Context: an optimization exercise on an open-source flow, tuned for small area, a short achievable clock period and few clock cycles per item. The choices shown serve that exercise and are no tape-out recipe.
Function was checked by simulation only, so behaviour that the tests miss may differ from the original.

==> job 6393 <==
==> flow/design.v (excerpt) <==
module epdc (
    input  wire        clk,
    input  wire        rst,           
    input  wire        wr_en,
    input  wire [7:0]  wr_addr,       
    input  wire [15:0] wr_data,
    input  wire        start,
    input  wire [7:0]  len,           
    output reg         busy,
    output reg         done,
    output wire [8:0]  edge_pos,      
    output wire [8:0]  liq_pos,       
    output wire [16:0] thr_near,
    output wire [7:0]  bnd_near,      
    output wire [16:0] thr_far,
    output wire [7:0]  bnd_far,       
    output wire        edge_ext,
    output wire [5:0]  n_peaks,
    input  wire [4:0]  pk_idx,
    output wire [7:0]  pk_pos,        
    output wire [15:0] pk_amp,
    output wire [7:0]  pk_left,       
    output wire [7:0]  pk_right,      
    output wire [15:0] pk_prom,
    output wire [1:0]  pk_role        
);
clock: 22.0 ns
lec_check: 0
cap_margin: 20
core_margin: 2
core_utilization: 40
cts_buf_list: sky130_fd_sc_hd__clkbuf_16
cts_cluster_diameter: 80
cts_cluster_size: 24
place_density: 0.6
slew_margin: 20
standard.sh (not shown) runs the stock make flow with config.mk's settings and CLKGATE_MAP_FILE= SYNTH_SCRIPT=/design/flow/synth_recipe.tcl, a recipe that flattens the netlist after the stock synthesis.
==> flow/flow/run.sh <==
#!/bin/bash
set -euo pipefail
sed 's/"\${@:-finish}"/SETUP_SLACK_MARGIN=11 "${@:-finish}"/' standard.sh > strong.sh
grep -q 'SETUP_SLACK_MARGIN=11' strong.sh
bash strong.sh > make.log 2>&1
==> job 8431: changes against job 6393 <==
--- a/flow/design.v
+++ b/flow/design.v
@@ -202,27 +202,27 @@
     wire c_sp01  = (sc == 6'd1);          
     wire c_32    = (sc == 6'd32);         
     wire c_last  = (sc == 6'd33);         
     reg [15:0] sr_0, sr_1, sr_2, sr_3;    
     reg [15:0] sp_0, sp_1, sp_2, sp_3;    
     always @(posedge clk) begin
         if (adv) begin
+            pu0 <= wu0; pu1 <= wu1; pu2 <= wu2; pu3 <= wu3;
+            pm0 <= wm0; pm1 <= wm1; pm2 <= wm2; pm3 <= wm3;
             if (!run) begin
-                pu0 <= 16'd0; pu1 <= 16'd0; pu2 <= 16'd0; pu3 <= 16'd0;
-                pm0 <= 3'd0;  pm1 <= 3'd0;  pm2 <= 3'd0;  pm3 <= 3'd0;
+                wu0 <= 16'd0; wu1 <= 16'd0; wu2 <= 16'd0; wu3 <= 16'd0;
+                wm0 <= 3'd0;  wm1 <= 3'd0;  wm2 <= 3'd0;  wm3 <= 3'd0;
             end else begin
-                pu0 <= wu0; pu1 <= wu1; pu2 <= wu2; pu3 <= wu3;
-                pm0 <= wm0; pm1 <= wm1; pm2 <= wm2; pm3 <= wm3;
+                wu0 <= mul3333(rb0); wu1 <= mul3333(rb1);
+                wu2 <= mul3333(rb2); wu3 <= mul3333(rb3);
+                wm0 <= mod5_small(nib_fold({3'd0, rb0}));
+                wm1 <= mod5_small(nib_fold({3'd0, rb1}));
+                wm2 <= mod5_small(nib_fold({3'd0, rb2}));
+                wm3 <= mod5_small(nib_fold({3'd0, rb3}));
             end
-            wu0 <= mul3333(rb0); wu1 <= mul3333(rb1);
-            wu2 <= mul3333(rb2); wu3 <= mul3333(rb3);
-            wm0 <= mod5_small(nib_fold({3'd0, rb0}));
-            wm1 <= mod5_small(nib_fold({3'd0, rb1}));
-            wm2 <= mod5_small(nib_fold({3'd0, rb2}));
-            wm3 <= mod5_small(nib_fold({3'd0, rb3}));
             sp_0 <= sr_0; sp_1 <= sr_1;
             sp_2 <= c_sp01 ? ed_q3 : sr_2;
             sp_3 <= c_sp01 ? ed_q4 : sr_3;
             sr_0 <= c_first ? 16'hffff : c_last ? ed_q3 : ln0;
             sr_1 <= (c_first || c_last) ? 16'hffff : ln1;
             sr_2 <= c_last ? 16'hffff : ln2;
             sr_3 <= c_32 ? ed_q4 : c_last ? 16'hffff : ln3;
@@ -365,16 +365,15 @@
     reg        rc_nqv;
     reg [7:0]  rc_nq;
     reg        cl_v;
     reg [7:0]  cl_pos, cl_lb, cl_rb;
     reg [15:0] cl_amp, cl_prom;
     reg        cl_nqv;
     reg [7:0]  cl_nq;
-    reg         flushed, fin1, fin2;
-    wire        m_flush = run && !flushed && t >= 6'd36 && !rc_v;
+    wire        m_flush = run && t == 6'd37;
     wire [15:0] rc_vmin = lt16(rc_lmin, rc_rmin) ? rc_lmin : rc_rmin;
     wire [15:0] rc_prom = rc_amp - rc_vmin;
     wire        rc_nqv_r = rc_nqv || qb_v;
     wire [7:0]  rc_nq_r  = rc_nqv ? rc_nq : qb_pos;
     wire        cl_nqv_r = cl_nqv || qb_v;
     wire [7:0]  cl_nq_r  = cl_nqv ? cl_nq : qb_pos;
     wire        mg_gt    = lt16(cl_amp, rc_amp);
@@ -429,35 +428,35 @@
     wire [7:0] bl_nq_r  = bl_nqv ? bl_nq : qb_pos;
     wire [7:0]  lim_v  = 8'd131 - em_pos;
     wire [17:0] lim_p  = lim_v * 10'd410;
     wire [7:0]  lim_w  = em_pos + lim_p[17:10];
     wire        em_first = (np == 6'd0);
     wire        em_far   = lt8(lim, em_pos);
     wire        upd_li = !em_first && (!lfound || (em_far && lt16(lq_amp, em_amp)));
-    reg [55:0] o_lo, o_hi;
+    reg [7:0]  o_pos, o_lb, o_rb;
+    reg [15:0] o_amp, o_prom;
     reg        psel;
     integer    e;
     always @(*) begin
-        o_lo = 56'd0;
-        o_hi = 56'd0;
-        for (e = 0; e < 16; e = e + 1) begin
-            psel = (pk_idx[3:0] == e);
-            o_lo = o_lo | ({tb_pos[e], tb_lb[e], tb_rb[e], tb_amp[e], tb_prom[e]} & {56{psel}});
-            o_hi = o_hi | ({tb_pos[e+16], tb_lb[e+16], tb_rb[e+16], tb_amp[e+16], tb_prom[e+16]} &
-                           {56{psel}});
+        o_pos = 8'd0; o_lb = 8'd0; o_rb = 8'd0; o_amp = 16'd0; o_prom = 16'd0;
+        for (e = 0; e < 32; e = e + 1) begin
+            psel   = (pk_idx == e);
+            o_pos  = o_pos  | (tb_pos[e]  & {8{psel}});
+            o_lb   = o_lb   | (tb_lb[e]   & {8{psel}});
+            o_rb   = o_rb   | (tb_rb[e]   & {8{psel}});
+            o_amp  = o_amp  | (tb_amp[e]  & {16{psel}});
+            o_prom = o_prom | (tb_prom[e] & {16{psel}});
         end
     end
-    wire [55:0] o_pk = pk_idx[4] ? o_hi : o_lo;
-    assign pk_pos   = o_pk[55:48];
-    assign pk_left  = o_pk[47:40];
-    assign pk_right = o_pk[39:32];
-    assign pk_amp   = o_pk[31:16];
-    assign pk_prom  = o_pk[15:0];
-    wire   pk_e0    = (pk_idx == 5'd0);
-    assign pk_role  = {!pk_e0, pk_e0 || (pk_idx != li)};
+    assign pk_pos   = o_pos;
+    assign pk_amp   = o_amp;
+    assign pk_left  = o_lb;
+    assign pk_right = o_rb;
+    assign pk_prom  = o_prom;
+    assign pk_role  = (pk_idx == 5'd0) ? 2'd1 : (pk_idx == li) ? 2'd2 : 2'd3;
     reg        f_ok, f_ext;
     reg [7:0]  f_bnl, f_bfl;
     reg [15:0] f_ca, f_fa;
     wire       w_ext  = st_v && !lt16(st_amp, e_amp);
     wire [7:0] w_cr   = w_ext ? st_rb : e_rb;
     wire       w_lv   = w_ext ? sa_v : st_v;
     wire [15:0] w_la  = w_ext ? sa_amp : st_amp;
@@ -599,18 +598,15 @@
                 busy <= 1'b1;
                 done <= 1'b0;
                 np   <= 6'd0;
                 if (len < 8'd171) begin
                     sent <= 1'b1;
                 end else begin
                     run    <= 1'b1;
-                    t      <= 6'd1;
-                    flushed <= 1'b0;
-                    fin1   <= 1'b0;
-                    fin2   <= 1'b0;
+                    t      <= 6'd0;
                     off    <= 2'd0;
                     lr_pos <= 8'd0;
                     lr_min <= 16'hffff;
                     pd_v   <= 1'b0;
                     ncand  <= 6'd0;
                     cl_v   <= 1'b0;
                     li     <= 5'd0;
@@ -627,20 +623,15 @@
         end else if (sent) begin
             sent     <= 1'b0;
             busy     <= 1'b0;
             done     <= 1'b1;
         end else begin
             if (adv)
                 t <= t + 6'd1;
-            fin1 <= m_flush;
-            fin2 <= fin1;
-            if (m_flush)
-                flushed <= 1'b1;
-            if (fin2) begin
-                t    <= 6'd0;
+            if (t == 6'd39) begin
                 run  <= 1'b0;
                 busy <= 1'b0;
                 done <= 1'b1;
             end
         end
     end
 endmodule
Settings changed: CTS_BUF_LIST sky130_fd_sc_hd__clkbuf_16 to default, CTS_CLUSTER_DIAMETER 80 to default, CTS_CLUSTER_SIZE 24 to default.
==> job 5953: changes against job 6393 <==
--- a/flow/design.v
+++ b/flow/design.v
@@ -276,36 +276,38 @@
             f_dn[j]   = (lp[j] != 8'd130) && !lt1[j+2] && gt90[j+3];
             f_cand[j] = (lp[j] != 8'd0) && (lp[j] != 8'd130) && lt1[j+1] &&
                         !lt1[j+2] && ge225[j+2];
             f_q[j]    = (lp[j] <= 8'd128) && lt250[j+2] && lt250[j+3] && lt250[j+4];
             f_act[j]  = e_val && (j >= off) && (lp[j] <= 8'd130);
         end
     end
-    wire        nc_ok = (ncand != 6'd32);
-    wire [3:0]  f_st  = f_act & f_cand;
+    wire        nc_ok  = (ncand != 6'd32);
+    wire        nc_ok2 = pd_v ? nc_ok : (ncand < 6'd31);
+    wire [3:0]  f_st   = f_act & f_cand;
     wire [3:0]  pend_at;
     assign pend_at[0] = pd_v || (nc_ok && f_st[0]);
     assign pend_at[1] = pd_v || (nc_ok && |f_st[1:0]);
     assign pend_at[2] = pd_v || (nc_ok && |f_st[2:0]);
     assign pend_at[3] = pd_v || (nc_ok && |f_st[3:0]);
-    wire [3:0]  cmp_at = f_act & pend_at & ~f_dn;
-    wire        stall = (cmp_at[0] & f_act[1]) | (cmp_at[1] & f_act[2]) |
-                        (cmp_at[2] & f_act[3]);
+    wire [3:0]  cmp_at  = f_act & pend_at & ~f_dn;
+    wire [3:0]  cmp_1st = cmp_at & ~{|cmp_at[2:0], |cmp_at[1:0], cmp_at[0], 1'b0};
+    wire        stall = nc_ok2 && ((cmp_1st[0] & |f_st[3:1]) | (cmp_1st[1] & |f_st[3:2]) |
+                                   (cmp_1st[2] & f_st[3]));
     assign adv = !stall;
     reg        e_comp;
     reg [1:0]  e_jc;
     reg [7:0]  n_lr_pos;
     reg [15:0] n_lr_min;
     reg        n_pd_v;
     reg [7:0]  n_pd_pos, n_pd_lb;
     reg [15:0] n_pd_amp, n_pd_lmin;
     reg [5:0]  n_ncand;
-    reg [7:0]  c_pos, c_lb, c_rb;
+    reg [7:0]  c_pos, c_lb, c_rb, c_nq;
     reg [15:0] c_amp, c_lmin, c_rmin;
-    reg        c_q;
+    reg        c_q, done1;
     reg        qb_v;                  
     reg [7:0]  qb_pos;
     reg        stop;
     always @(*) begin
         n_lr_pos  = lr_pos;
         n_lr_min  = lr_min;
         n_pd_v    = pd_v;
@@ -313,48 +315,57 @@
         n_pd_lb   = pd_lb;
         n_pd_amp  = pd_amp;
         n_pd_lmin = pd_lmin;
         n_ncand   = ncand;
         e_comp    = 1'b0;
         e_jc      = 2'd3;
         c_pos = pd_pos; c_lb = pd_lb; c_rb = 8'd0;
-        c_amp = pd_amp; c_lmin = pd_lmin; c_rmin = 16'd0; c_q = 1'b0;
+        c_amp = pd_amp; c_lmin = pd_lmin; c_rmin = 16'd0; c_q = 1'b0; c_nq = 8'd0;
         qb_v   = 1'b0;
         qb_pos = 8'd0;
         stop   = 1'b0;
+        done1  = 1'b0;
         for (j = 0; j < 4; j = j + 1) begin
+            if (f_act[j] && !stop && done1 && f_cand[j] && n_ncand != 6'd32) begin
+                stop = 1'b1;
+                e_jc = j;
+            end
             if (f_act[j] && !stop) begin
                 if (!f_a[j]) begin
                     n_lr_pos = lp[j];
                     n_lr_min = m3[j];
                 end
-                if (f_cand[j] && !n_pd_v && nc_ok) begin
+                if (f_cand[j] && !n_pd_v && n_ncand != 6'd32) begin
                     n_pd_v    = 1'b1;
                     n_pd_pos  = lp[j];
                     n_pd_amp  = sv[j+2];
                     n_pd_lb   = n_lr_pos;
                     n_pd_lmin = n_lr_min;
                     n_ncand   = ncand + 6'd1;
                 end
                 if (f_q[j] && !qb_v) begin
                     qb_v   = 1'b1;
                     qb_pos = lp[j];
                 end
-                if (cmp_at[j]) begin
+                if (done1 && f_q[j] && !c_q) begin
+                    c_q  = 1'b1;
+                    c_nq = lp[j];
+                end
+                if (cmp_at[j] && !done1) begin
                     e_comp = 1'b1;
-                    e_jc   = j;
+                    done1  = 1'b1;
                     c_pos  = n_pd_pos;
                     c_lb   = n_pd_lb;
                     c_amp  = n_pd_amp;
                     c_lmin = n_pd_lmin;
                     c_rb   = lp[j];
                     c_rmin = m3[j+2];
                     c_q    = f_q[j];
+                    c_nq   = lp[j];
                     n_pd_v = 1'b0;
-                    stop   = 1'b1;
                 end
             end
         end
     end
     reg        rc_v;
     reg [7:0]  rc_rb;
     reg [15:0] rc_rmin;
@@ -483,29 +494,29 @@
     assign thr_far  = f_ok ? tf_w : 17'd250;
     assign bnd_near = !f_ok ? 8'd60 : bf_lt ? bf_raw : bn_raw;
     assign bnd_far  = !f_ok ? 8'd152 : bf_lt ? bn_raw : bf_eq ? bf_raw + 8'd1 : bf_raw;
     assign edge_ext = f_ok && f_ext;
     assign n_peaks  = f_ok ? np : 6'd0;
     always @(posedge clk) begin
         if (e_val) begin
-            off     <= adv ? 2'd0 : e_jc + 2'd1;
+            off     <= adv ? 2'd0 : e_jc;
             lr_pos  <= n_lr_pos;
             lr_min  <= n_lr_min;
             pd_v    <= n_pd_v;
             pd_pos  <= n_pd_pos;
             pd_lb   <= n_pd_lb;
             pd_amp  <= n_pd_amp;
             pd_lmin <= n_pd_lmin;
             ncand   <= n_ncand;
         end
         rc_v    <= e_comp;
         rc_rb   <= c_rb;
         rc_rmin <= c_rmin;
         rc_nqv  <= c_q;
-        rc_nq   <= c_rb;
+        rc_nq   <= c_nq;
         cl_nqv <= cl_nqv_r;
         cl_nq  <= cl_nq_r;
         if (rc_v) begin
             if (!cl_v || !mg_ok) begin
                 cl_v    <= 1'b1;
                 cl_pos  <= rc_pos;
                 cl_amp  <= rc_amp;
==> comparison table <==
item	job 5953	job 6393	job 8431
Die Y	738 um	736 um	736 um
FF+latch count, synth	4706	4698	4695
Final sequential cell count	4706	4698	4695
Post-Synthesis Cells	15500	15400	15400
Reg2Reg Depth	51	54	51
Count of routing violations after the opening detailed-route iteration	22100	22300	22700
Detailed placement HPWL	446000 um	434000 um	460000 um
Top achievable clock speed	90.0 MHz	89.7 MHz	90.1 MHz
Tot GR Track Use	27.3%	26.7%	27.7%
Final worst path period share	50.5%	50.7%	50.5%
Worst hold path endpoint	ed_q4[6]	ed_q4[4]	ed_q4[14]
Tightest slew margin relative to the limit	16.6%	17.5%	16.6%
Number of cell rows	269	268	268
Share of post-route cells with drive strength above 1	10.9%	10.6%	12.3%
Effective utilization at floorplan	40.1%	40.2%	40.2%
Drt first pass iters	19	9	9
Destination of the critical timing path	pk_amp[13]	pk_left[3]	pk_amp[13]
Result of the run	complete, no violations	complete, no violations	complete, no violations
Testbench counts of job 6393, summed over its fixed seeds: cycles 66,417, items 384.
Testbench counts of job 8431, summed over its fixed seeds: cycles 67,161, items 384.
Testbench counts of job 5953, summed over its fixed seeds: cycles 65,553, items 384.

[what the ideal ports hide]
Ports are ideal in the flow. The routed layouts listed here were re-timed in OpenROAD. Step 1: set_driving_cell puts a clkbuf_16 on clk and a buf_2 on each other input, an assumption about the parent block. Step 2 times the ports against the registers' clock, not the clock port: input delays grow and output delays shrink by t, the midpoint of the rising clock arrivals with the driver on. a / b / c = ideal ports / drivers / drivers and shift; a / b = the first two.
run | shift t [ns] | slack for setup (ns) | worst setup path at the end
job 6393 | 1.111 | 10.852 / 10.778 / 10.778 | input to output
job 8431 | 1.171 | 10.896 / 10.849 / 10.849 | input to output
job 5953 | 1.071 | 10.886 / 10.820 / 10.820 | input to output
After both steps setup and hold are still met in every run listed. The setup slack of job 6393, which loses most, moves by -0.074 ns with the drivers and by -0.074 ns with both steps.
